Context: an optimization exercise on an open-source flow, tuned for small area, a short achievable clock period and few clock cycles per item. The choices shown serve that exercise and are no tape-out recipe.
At most, simulation tests tie the RTL to the original design; equivalence was not proved.
Power figures rest on the tool's default switching activity, not on a simulated workload.

==> flow/design.v <==
module sleipnir_fr (
    input  wire         clk,
    input  wire         rst,           
    input  wire         in_valid,
    input  wire [7:0]   in_data,
    output wire         in_ready,
    output reg          ev_valid,
    output reg  [2:0]   ev_code,
    output reg  [4:0]   ev_skip,
    output reg  [4:0]   ev_len,
    output wire [199:0] ev_payload
);
    reg [255:0] pbuf_n;
    wire [255:0] pbuf = ~pbuf_n;
    reg [24:0] mk_n;     
    reg [7:0] inq;       
    reg       inq_v;
    reg       rdy;       
    reg       hold;      
    reg [5:0] n;         
    reg [5:0] w;         
    reg [7:0] xr;        
    reg       last_a0;   
    reg       last_0d;   
    reg       pend;      
    reg       rpl;       
    reg [4:0] rp;        
    assign in_ready = rdy;
    integer k;
    wire accept = in_valid & ~hold;
    wire [7:0] rbyte = pbuf[{rp, 3'b000} +: 8];
    wire       full_dead = (n == 6'd32) && (w == 6'd32);
    wire       proc  = rpl | (inq_v & ~full_dead);
    wire       start = ~rpl & inq_v & full_dead;
    wire [7:0] c     = rpl ? rbyte : inq;
    wire s_empty = (w == 6'd0);
    wire evict   = (n == 6'd32);           
    wire [5:0] n_inc = evict ? n : n + 6'd1;
    wire is_a1 = (c == 8'hA1);
    wire is_0a = (c == 8'h0A);
    wire new_pre = s_empty & last_a0 & (n != 6'd0) & is_a1;
    wire [7:0] lhi = pbuf[8*2 +: 8];
    wire [7:0] llo = pbuf[8*3 +: 8];
    wire [8:0] need = {1'b0, llo} + 9'd6;
    wire trl = ~s_empty & last_0d & is_0a & (lhi == 8'd0) & ({3'b000, w} >= need);
    wire [7:0] x  = xr ^ 8'h0D;
    wire [4:0] m  = w[4:0] - 5'd6;
    wire [7:0] p0 = pbuf[8*4 +: 8];
    reg  [2:0] code;
    always @* begin
        if (x != 8'd0)          code = 3'd0;
        else if (m == 5'd0)     code = 3'd1;
        else if (p0 == 8'h83)   code = 3'd2;
        else if (p0 == 8'h84)   code = 3'd3;
        else                    code = 3'd4;
    end
    reg [5:0] n_nx, w_nx;
    reg       rpl_nx, inq_v_nx;
    always @* begin
        n_nx = n;
        w_nx = w;
        rpl_nx = rpl;
        if (start) begin
            n_nx = 6'd1;         
            w_nx = 6'd0;
            rpl_nx = 1'b1;
        end else if (proc) begin
            if (s_empty) begin
                n_nx = n_inc;
                if (new_pre) w_nx = 6'd2;
            end else if (trl) begin
                n_nx = 6'd0;
                w_nx = 6'd0;
            end else begin
                n_nx = n_inc;
                w_nx = w + 6'd1;
            end
            if (rpl && rp == 5'd31) rpl_nx = 1'b0;
        end
        inq_v_nx = (inq_v & ~(proc & ~rpl)) | accept;
    end
    always @(posedge clk) begin
        if (rst) begin
            inq_v    <= 1'b0;
            rdy      <= 1'b1;
            hold     <= 1'b0;
            n        <= 6'd0;
            w        <= 6'd0;
            last_a0  <= 1'b0;
            pend     <= 1'b0;
            rpl      <= 1'b0;
            ev_valid <= 1'b0;
        end else begin
            n     <= n_nx;
            w     <= w_nx;
            rpl   <= rpl_nx;
            inq_v <= inq_v_nx;
            rdy   <= ~(rpl_nx | (inq_v_nx & (n_nx == 6'd32) & (w_nx == 6'd32)));
            hold  <=   rpl_nx | (inq_v_nx & (n_nx == 6'd32) & (w_nx == 6'd32));
            ev_valid <= 1'b0;
            if (start) begin
                last_a0 <= 1'b0;
                rp      <= 5'd2;
            end else if (proc) begin
                rp <= rp + 5'd1;
                if (pend) begin
                    ev_valid <= 1'b1;
                    pend     <= 1'b0;
                end
                if (s_empty) begin
                    last_a0 <= (c == 8'hA0);
                    xr      <= 8'd0;
                    last_0d <= 1'b0;
                end else if (trl) begin
                    last_a0 <= 1'b0;
                    if (n >= 6'd7) ev_valid <= 1'b1;
                    else           pend     <= 1'b1;
                end else begin
                    last_0d <= (c == 8'h0D);
                    xr      <= (w < 6'd4) ? 8'd0 : (xr ^ c);
                end
            end
        end
        if (~hold) inq <= in_data;
    end
    always @(posedge clk) begin
        ev_code <= pend ? {2'b00, x == 8'd0} : code;
        ev_skip <= pend ? 5'd0 : n_inc[4:0] - w[4:0] - 5'd1;
        ev_len  <= pend ? 5'd0 : m;
    end
    always @(posedge clk) begin
        for (k = 0; k < 25; k = k + 1)
            mk_n[k] <= ~(proc & ~start & ~s_empty & trl & (n >= 6'd7) & (k < m));
    end
    genvar j;
    generate
        for (j = 2; j < 32; j = j + 1) begin : g_buf
            always @(posedge clk)
                if (proc && w == j)
                    pbuf_n[8*j +: 8] <= ~c;
        end
    endgenerate
    always @(posedge clk) pbuf_n[15:0] <= 16'hFFFF;
    generate
        for (j = 0; j < 25; j = j + 1) begin : g_pay
            assign ev_payload[8*j +: 8] = ~(pbuf_n[8*(j+4) +: 8] | {8{mk_n[j]}});
        end
    endgenerate
endmodule
export LEC_CHECK = 0
export CAP_MARGIN = 20
export CORE_MARGIN = 2
export CORE_UTILIZATION = 45
export CTS_BUF_LIST = sky130_fd_sc_hd__clkbuf_16
export CTS_CLUSTER_DIAMETER = 100
export CTS_CLUSTER_SIZE = 25
export PLACE_DENSITY = 0.6
export SETUP_SLACK_MARGIN = 1.5
export SLEW_MARGIN = 20
create_clock -name core_clock -period 20.0 [get_ports {clk}]
standard.sh (not shown) runs the stock make flow with config.mk's settings and CLKGATE_MAP_FILE= SYNTH_SCRIPT=/design/flow/synth_recipe.tcl, a recipe that flattens the netlist after the stock synthesis.
==> flow/flow/run.sh <==
#!/bin/bash
# The standard layout (standard.sh), with port buffers of buf_1 cells
# instead of the default delay-cell buffers (clkdlybuf4s50_1), which are
# larger and slower.  Every other step, and the SDC, are the standard flow's.
set -euo pipefail
export BUFFER_PORTS_ARGS="-buffer_cell sky130_fd_sc_hd__buf_1"
bash standard.sh > standard.log 2>&1
Edit:
--- a/flow/design.v
+++ b/flow/design.v
@@ -27,9 +27,13 @@
     reg [4:0] rp;        
     assign in_ready = rdy;
     integer k;
     wire accept = in_valid & ~hold;
+    reg       p2z, p2a0;
+    reg [4:0] p3v;
+    reg       p3a0, p3a1;
     wire [7:0] rbyte = pbuf[{rp, 3'b000} +: 8];
+    wire pre23 = p2a0 & p3a1;
     wire       full_dead = (n == 6'd32) && (w == 6'd32);
     wire       proc  = rpl | (inq_v & ~full_dead);
     wire       start = ~rpl & inq_v & full_dead;
     wire [7:0] c     = rpl ? rbyte : inq;
@@ -38,12 +42,10 @@
     wire [5:0] n_inc = evict ? n : n + 6'd1;
     wire is_a1 = (c == 8'hA1);
     wire is_0a = (c == 8'h0A);
     wire new_pre = s_empty & last_a0 & (n != 6'd0) & is_a1;
-    wire [7:0] lhi = pbuf[8*2 +: 8];
-    wire [7:0] llo = pbuf[8*3 +: 8];
-    wire [8:0] need = {1'b0, llo} + 9'd6;
-    wire trl = ~s_empty & last_0d & is_0a & (lhi == 8'd0) & ({3'b000, w} >= need);
+    wire [5:0] need = {1'b0, p3v} + 6'd6;
+    wire trl = ~s_empty & last_0d & is_0a & p2z & (w >= need);
     wire [7:0] x  = xr ^ 8'h0D;
     wire [4:0] m  = w[4:0] - 5'd6;
     wire [7:0] p0 = pbuf[8*4 +: 8];
     reg  [2:0] code;
@@ -60,10 +62,10 @@
         n_nx = n;
         w_nx = w;
         rpl_nx = rpl;
         if (start) begin
-            n_nx = 6'd1;         
-            w_nx = 6'd0;
+            n_nx = 6'd3;         
+            w_nx = pre23 ? 6'd2 : 6'd0;
             rpl_nx = 1'b1;
         end else if (proc) begin
             if (s_empty) begin
                 n_nx = n_inc;
@@ -98,10 +100,11 @@
             rdy   <= ~(rpl_nx | (inq_v_nx & (n_nx == 6'd32) & (w_nx == 6'd32)));
             hold  <=   rpl_nx | (inq_v_nx & (n_nx == 6'd32) & (w_nx == 6'd32));
             ev_valid <= 1'b0;
             if (start) begin
-                last_a0 <= 1'b0;
-                rp      <= 5'd2;
+                last_a0 <= p3a0;
+                last_0d <= 1'b0;
+                rp      <= 5'd4;
             end else if (proc) begin
                 rp <= rp + 5'd1;
                 if (pend) begin
                     ev_valid <= 1'b1;
@@ -133,15 +136,26 @@
             mk_n[k] <= ~(proc & ~start & ~s_empty & trl & (n >= 6'd7) & (k < m));
     end
     genvar j;
     generate
-        for (j = 2; j < 32; j = j + 1) begin : g_buf
+        for (j = 4; j < 32; j = j + 1) begin : g_buf
             always @(posedge clk)
                 if (proc && w == j)
                     pbuf_n[8*j +: 8] <= ~c;
         end
     endgenerate
-    always @(posedge clk) pbuf_n[15:0] <= 16'hFFFF;
+    always @(posedge clk) pbuf_n[31:0] <= 32'hFFFFFFFF;
+    always @(posedge clk) begin
+        if (proc && w == 6'd2) begin
+            p2z  <= (c == 8'h00);
+            p2a0 <= (c == 8'hA0);
+        end
+        if (proc && w == 6'd3) begin
+            p3v  <= (c[7:5] == 3'd0) ? c[4:0] : 5'd31;
+            p3a0 <= (c == 8'hA0);
+            p3a1 <= (c == 8'hA1);
+        end
+    end
     generate
         for (j = 0; j < 25; j = j + 1) begin : g_pay
             assign ev_payload[8*j +: 8] = ~(pbuf_n[8*(j+4) +: 8] | {8{mk_n[j]}});
         end
Outcome:
- area after synthesis drops by 2.6%
- critical path depth is unchanged
- register-to-register slack improves by 0.21 ns
- design area drops by 2.9%
- clock skew climbs by 0.0038 ns
- count of clock-buffer cells in the layout stays the same
- die area drops by 2.5%
- power drops by 1.3%
- wire length drops by 2.7%
- core utilization hardly moves
- non-clock buffer count drops by 3
- cell count drops by 0.35%
- worst setup slack improves by 0.087 ns
Testbench counts after the change, summed over its fixed seeds: cycles 34,716, bytes 32,206.
For the first run of this note, only the layout was checked, not whether the RTL still works.

* * *

Another version of the RTL of sleipnir_fr (not shown whole).
Size: about 1100 cells after synthesis, about 13000 um^2 of cells after synthesis.
==> module sleipnir_fr, before the edit <==
module sleipnir_fr (
    input  wire         clk,
    input  wire         rst,           
    input  wire         in_valid,
    input  wire [7:0]   in_data,
    output wire         in_ready,
    output reg          ev_valid,
    output reg  [2:0]   ev_code,
    output reg  [4:0]   ev_skip,
    output reg  [4:0]   ev_len,
    output wire [199:0] ev_payload
);
    reg [255:0] pbuf_n;
    wire [255:0] pbuf = ~pbuf_n;
    reg [24:0] mk_n;     
    reg [7:0] inq;       
    reg       inq_v;
    reg       rdy;       
    reg       hold;      
    reg [5:0] n;         
    reg [5:0] w;         
    reg [7:0] xr;        
    reg       last_a0;   
    reg       last_0d;   
    reg       pend;      
    reg       rpl;       
    reg [4:0] rp;        
    assign in_ready = rdy;
    integer k;
    reg [4:0] rp_nx;
    wire accept = in_valid & ~hold;
    reg       p2z, p2a0;
    reg [4:0] p3v;
    reg       p3a0, p3a1;
    reg  [7:0] rbyte;
    always @* begin
        rbyte = {8{rp == 5'd29}} & pbuf[8*29 +: 8] |
                {8{rp == 5'd30}} & pbuf[8*30 +: 8] |
                {8{rp == 5'd31}} & pbuf[8*31 +: 8];
        for (k = 0; k < 25; k = k + 1)
            rbyte = rbyte | ev_payload[8*k +: 8];
    end
    wire pre23 = p2a0 & p3a1;
    wire       full_dead = w[5];           
    wire       proc  = rpl ? ~ev_valid : (inq_v & ~full_dead);
    wire       start = ~rpl & inq_v & full_dead;
    wire [7:0] c     = rpl ? rbyte : inq;
    wire s_empty = (w == 6'd0);
    wire evict   = (n == 6'd32);           
    wire [5:0] n_inc = evict ? n : n + 6'd1;
    wire is_a1 = (c == 8'hA1);
    wire is_0a = (c == 8'h0A);
    wire new_pre = s_empty & last_a0 & (n != 6'd0) & is_a1;
    wire [4:0] m  = w[4:0] - 5'd6;
    wire w_ge6 = w[5] | w[4] | w[3] | (w[2] & w[1]);
    wire trl = w_ge6 & last_0d & is_0a & p2z & (m >= p3v);
    wire [7:0] x  = xr ^ 8'h0D;
    wire [7:0] p0 = pbuf[8*4 +: 8];
    reg  [2:0] code;
    always @* begin
        if (x != 8'd0)          code = 3'd0;
        else if (m == 5'd0)     code = 3'd1;
        else if (p0 == 8'h83)   code = 3'd2;
        else if (p0 == 8'h84)   code = 3'd3;
        else                    code = 3'd4;
    end
    reg [5:0] n_nx, w_nx;
    reg       rpl_nx, inq_v_nx;
    always @* begin
        n_nx = n;
        w_nx = w;
        rpl_nx = rpl;
        if (start) begin
            n_nx = 6'd3;         
            w_nx = pre23 ? 6'd2 : 6'd0;
            rpl_nx = 1'b1;
        end else if (proc) begin
            if (s_empty) begin
                n_nx = n_inc;
                if (new_pre) w_nx = 6'd2;
            end else if (trl) begin
                n_nx = 6'd0;
                w_nx = 6'd0;
            end else begin
                n_nx = n_inc;
                w_nx = w + 6'd1;
            end
            if (rpl && rp == 5'd31) rpl_nx = 1'b0;
        end
        inq_v_nx = (inq_v & ~(proc & ~rpl)) | accept;
        rp_nx = start ? 5'd4 : (proc & rpl) ? rp + 5'd1 : rp;
    end
    always @(posedge clk) begin
        if (rst) begin
            inq_v    <= 1'b0;
            rdy      <= 1'b1;
            hold     <= 1'b0;
            n        <= 6'd0;
            w        <= 6'd0;
            last_a0  <= 1'b0;
            pend     <= 1'b0;
            rpl      <= 1'b0;
            ev_valid <= 1'b0;
        end else begin
            n     <= n_nx;
            w     <= w_nx;
            rpl   <= rpl_nx;
            rp    <= rp_nx;
            inq_v <= inq_v_nx;
            rdy   <= ~(rpl_nx | (inq_v_nx & w_nx[5]));
            hold  <=   rpl_nx | (inq_v_nx & w_nx[5]);
            ev_valid <= 1'b0;
            if (start) begin
                last_a0 <= p3a0;
                last_0d <= 1'b0;
            end else if (proc) begin
                if (pend) begin
                    ev_valid <= 1'b1;
                    pend     <= 1'b0;
                end
                if (s_empty) begin
                    last_a0 <= (c == 8'hA0);
                    xr      <= 8'd0;
                    last_0d <= 1'b0;
                end else if (trl) begin
                    last_a0 <= 1'b0;
                    if (n >= 6'd7) ev_valid <= 1'b1;
                    else           pend     <= 1'b1;
                end else begin
                    last_0d <= (c == 8'h0D);
                    xr      <= (w < 6'd4) ? 8'd0 : (xr ^ c);
                end
            end
        end
        if (~hold) inq <= in_data;
    end
    always @(posedge clk) begin
        ev_code <= pend ? {2'b00, x == 8'd0} : code;
        ev_skip <= pend ? 5'd0 : evict ? ~w[4:0] : n[4:0] - w[4:0];
        ev_len  <= pend ? 5'd0 : m;
    end
    wire ev_now = proc & ~start & ((~s_empty & trl & (n >= 6'd7)) | pend);
    always @(posedge clk) begin
        for (k = 0; k < 25; k = k + 1)
            mk_n[k] <= ~(ev_now ? (~pend & (k < m)) : (rpl_nx & (rp_nx == k + 4)));
    end
    genvar j;
    generate
        for (j = 4; j < 32; j = j + 1) begin : g_buf
            always @(posedge clk)
                if (proc && w == j)
                    pbuf_n[8*j +: 8] <= ~c;
        end
    endgenerate
    always @(posedge clk) pbuf_n[31:0] <= 32'hFFFFFFFF;
    always @(posedge clk) begin
        if (proc && w == 6'd2) begin
            p2z  <= (c == 8'h00);
            p2a0 <= (c == 8'hA0);
        end
        if (proc && w == 6'd3) begin
            p3v  <= (c[7:5] == 3'd0) ? c[4:0] : 5'd31;
            p3a0 <= (c == 8'hA0);
            p3a1 <= (c == 8'hA1);
        end
    end
    generate
        for (j = 0; j < 25; j = j + 1) begin : g_pay
            assign ev_payload[8*j +: 8] = ~(pbuf_n[8*(j+4) +: 8] | {8{mk_n[j]}});
        end
    endgenerate
endmodule
Settings: LEC_CHECK=0, CAP_MARGIN=20, CORE_MARGIN=2, CORE_UTILIZATION=45, CTS_BUF_LIST=sky130_fd_sc_hd__clkbuf_16, CTS_CLUSTER_DIAMETER=100, CTS_CLUSTER_SIZE=25, PLACE_DENSITY=0.6, SETUP_SLACK_MARGIN=1.5, SLEW_MARGIN=20; clock period 20.0 ns.
Scripts as last shown in full above: flow/flow/run.sh
Testbench counts at the start, summed over its fixed seeds: cycles 34,799, bytes 32,206.
Next try:
--- a/flow/design.v
+++ b/flow/design.v
@@ -41,7 +41,7 @@
             rbyte = rbyte | ev_payload[8*k +: 8];
     end
     wire pre23 = p2a0 & p3a1;
-    wire       full_dead = w[5];           
+    wire       full_dead = (n == 6'd32) && (w == 6'd32);
     wire       proc  = rpl ? ~ev_valid : (inq_v & ~full_dead);
     wire       start = ~rpl & inq_v & full_dead;
     wire [7:0] c     = rpl ? rbyte : inq;
@@ -51,10 +51,10 @@
     wire is_a1 = (c == 8'hA1);
     wire is_0a = (c == 8'h0A);
     wire new_pre = s_empty & last_a0 & (n != 6'd0) & is_a1;
+    wire [5:0] need = {1'b0, p3v} + 6'd6;
+    wire trl = ~s_empty & last_0d & is_0a & p2z & (w >= need);
+    wire [7:0] x  = xr ^ 8'h0D;
     wire [4:0] m  = w[4:0] - 5'd6;
-    wire w_ge6 = w[5] | w[4] | w[3] | (w[2] & w[1]);
-    wire trl = w_ge6 & last_0d & is_0a & p2z & (m >= p3v);
-    wire [7:0] x  = xr ^ 8'h0D;
     wire [7:0] p0 = pbuf[8*4 +: 8];
     reg  [2:0] code;
     always @* begin
@@ -107,8 +107,8 @@
             rpl   <= rpl_nx;
             rp    <= rp_nx;
             inq_v <= inq_v_nx;
-            rdy   <= ~(rpl_nx | (inq_v_nx & w_nx[5]));
-            hold  <=   rpl_nx | (inq_v_nx & w_nx[5]);
+            rdy   <= ~(rpl_nx | (inq_v_nx & (n_nx == 6'd32) & (w_nx == 6'd32)));
+            hold  <=   rpl_nx | (inq_v_nx & (n_nx == 6'd32) & (w_nx == 6'd32));
             ev_valid <= 1'b0;
             if (start) begin
                 last_a0 <= p3a0;
@@ -136,7 +136,7 @@
     end
     always @(posedge clk) begin
         ev_code <= pend ? {2'b00, x == 8'd0} : code;
-        ev_skip <= pend ? 5'd0 : evict ? ~w[4:0] : n[4:0] - w[4:0];
+        ev_skip <= pend ? 5'd0 : n_inc[4:0] - w[4:0] - 5'd1;
         ev_len  <= pend ? 5'd0 : m;
     end
     wire ev_now = proc & ~start & ((~s_empty & trl & (n >= 6'd7)) | pend);
=> Via count rises by 1.6%. Die area goes up by 0.85%. First-iteration DRC count went down by 11%. Sequential power hardly moves. Worst setup slack degrades by 0.083 ns. Hold slack gets better by 0.032 ns. Wire length falls by 1.3%. Maximum frequency fell by 1.5%. Cell area stays flat. Synthesized area went up by 0.87%. Global-route usage fell by 0.65 points. Power is about the same.
Function not checked in the second run of this note: the RTL went through the layout flow alone.

-- static timing again, ports no longer ideal --
How much do the figures lean on ideal ports? The routed layouts below were timed once more, with nothing changed but the port constraints. Step 1 assumes that a clkbuf_16 drives the clock port and a buf_2 every other input. Step 2 adds t to the input delays and takes it off the output delays; t is the mean of the earliest and latest rising clock arrival at the registers after step 1. Input paths then give back, and output paths get back, about the clock's delay inside the block. Three values: ideal ports, drivers, drivers and shift; two values: the first two.
run | shift t [ns] | setup slack, ns | worst hold slack (ns)
the first run of note 1 | 0.557 | 14.516 / 14.465 / 14.552 | 0.561 / 0.561 / 0.561
the second run of note 1 | 0.562 | 14.603 / 14.553 / 14.746 | 0.509 / 0.509 / 0.509
the first run of note 2 | 0.550 | 14.428 / 14.376 / 14.483 | 0.482 / 0.482 / 0.482
the second run of note 2 | 0.555 | 14.345 / 14.292 / 14.488 | 0.514 / 0.514 / 0.514
After both steps every run listed still meets setup and hold.
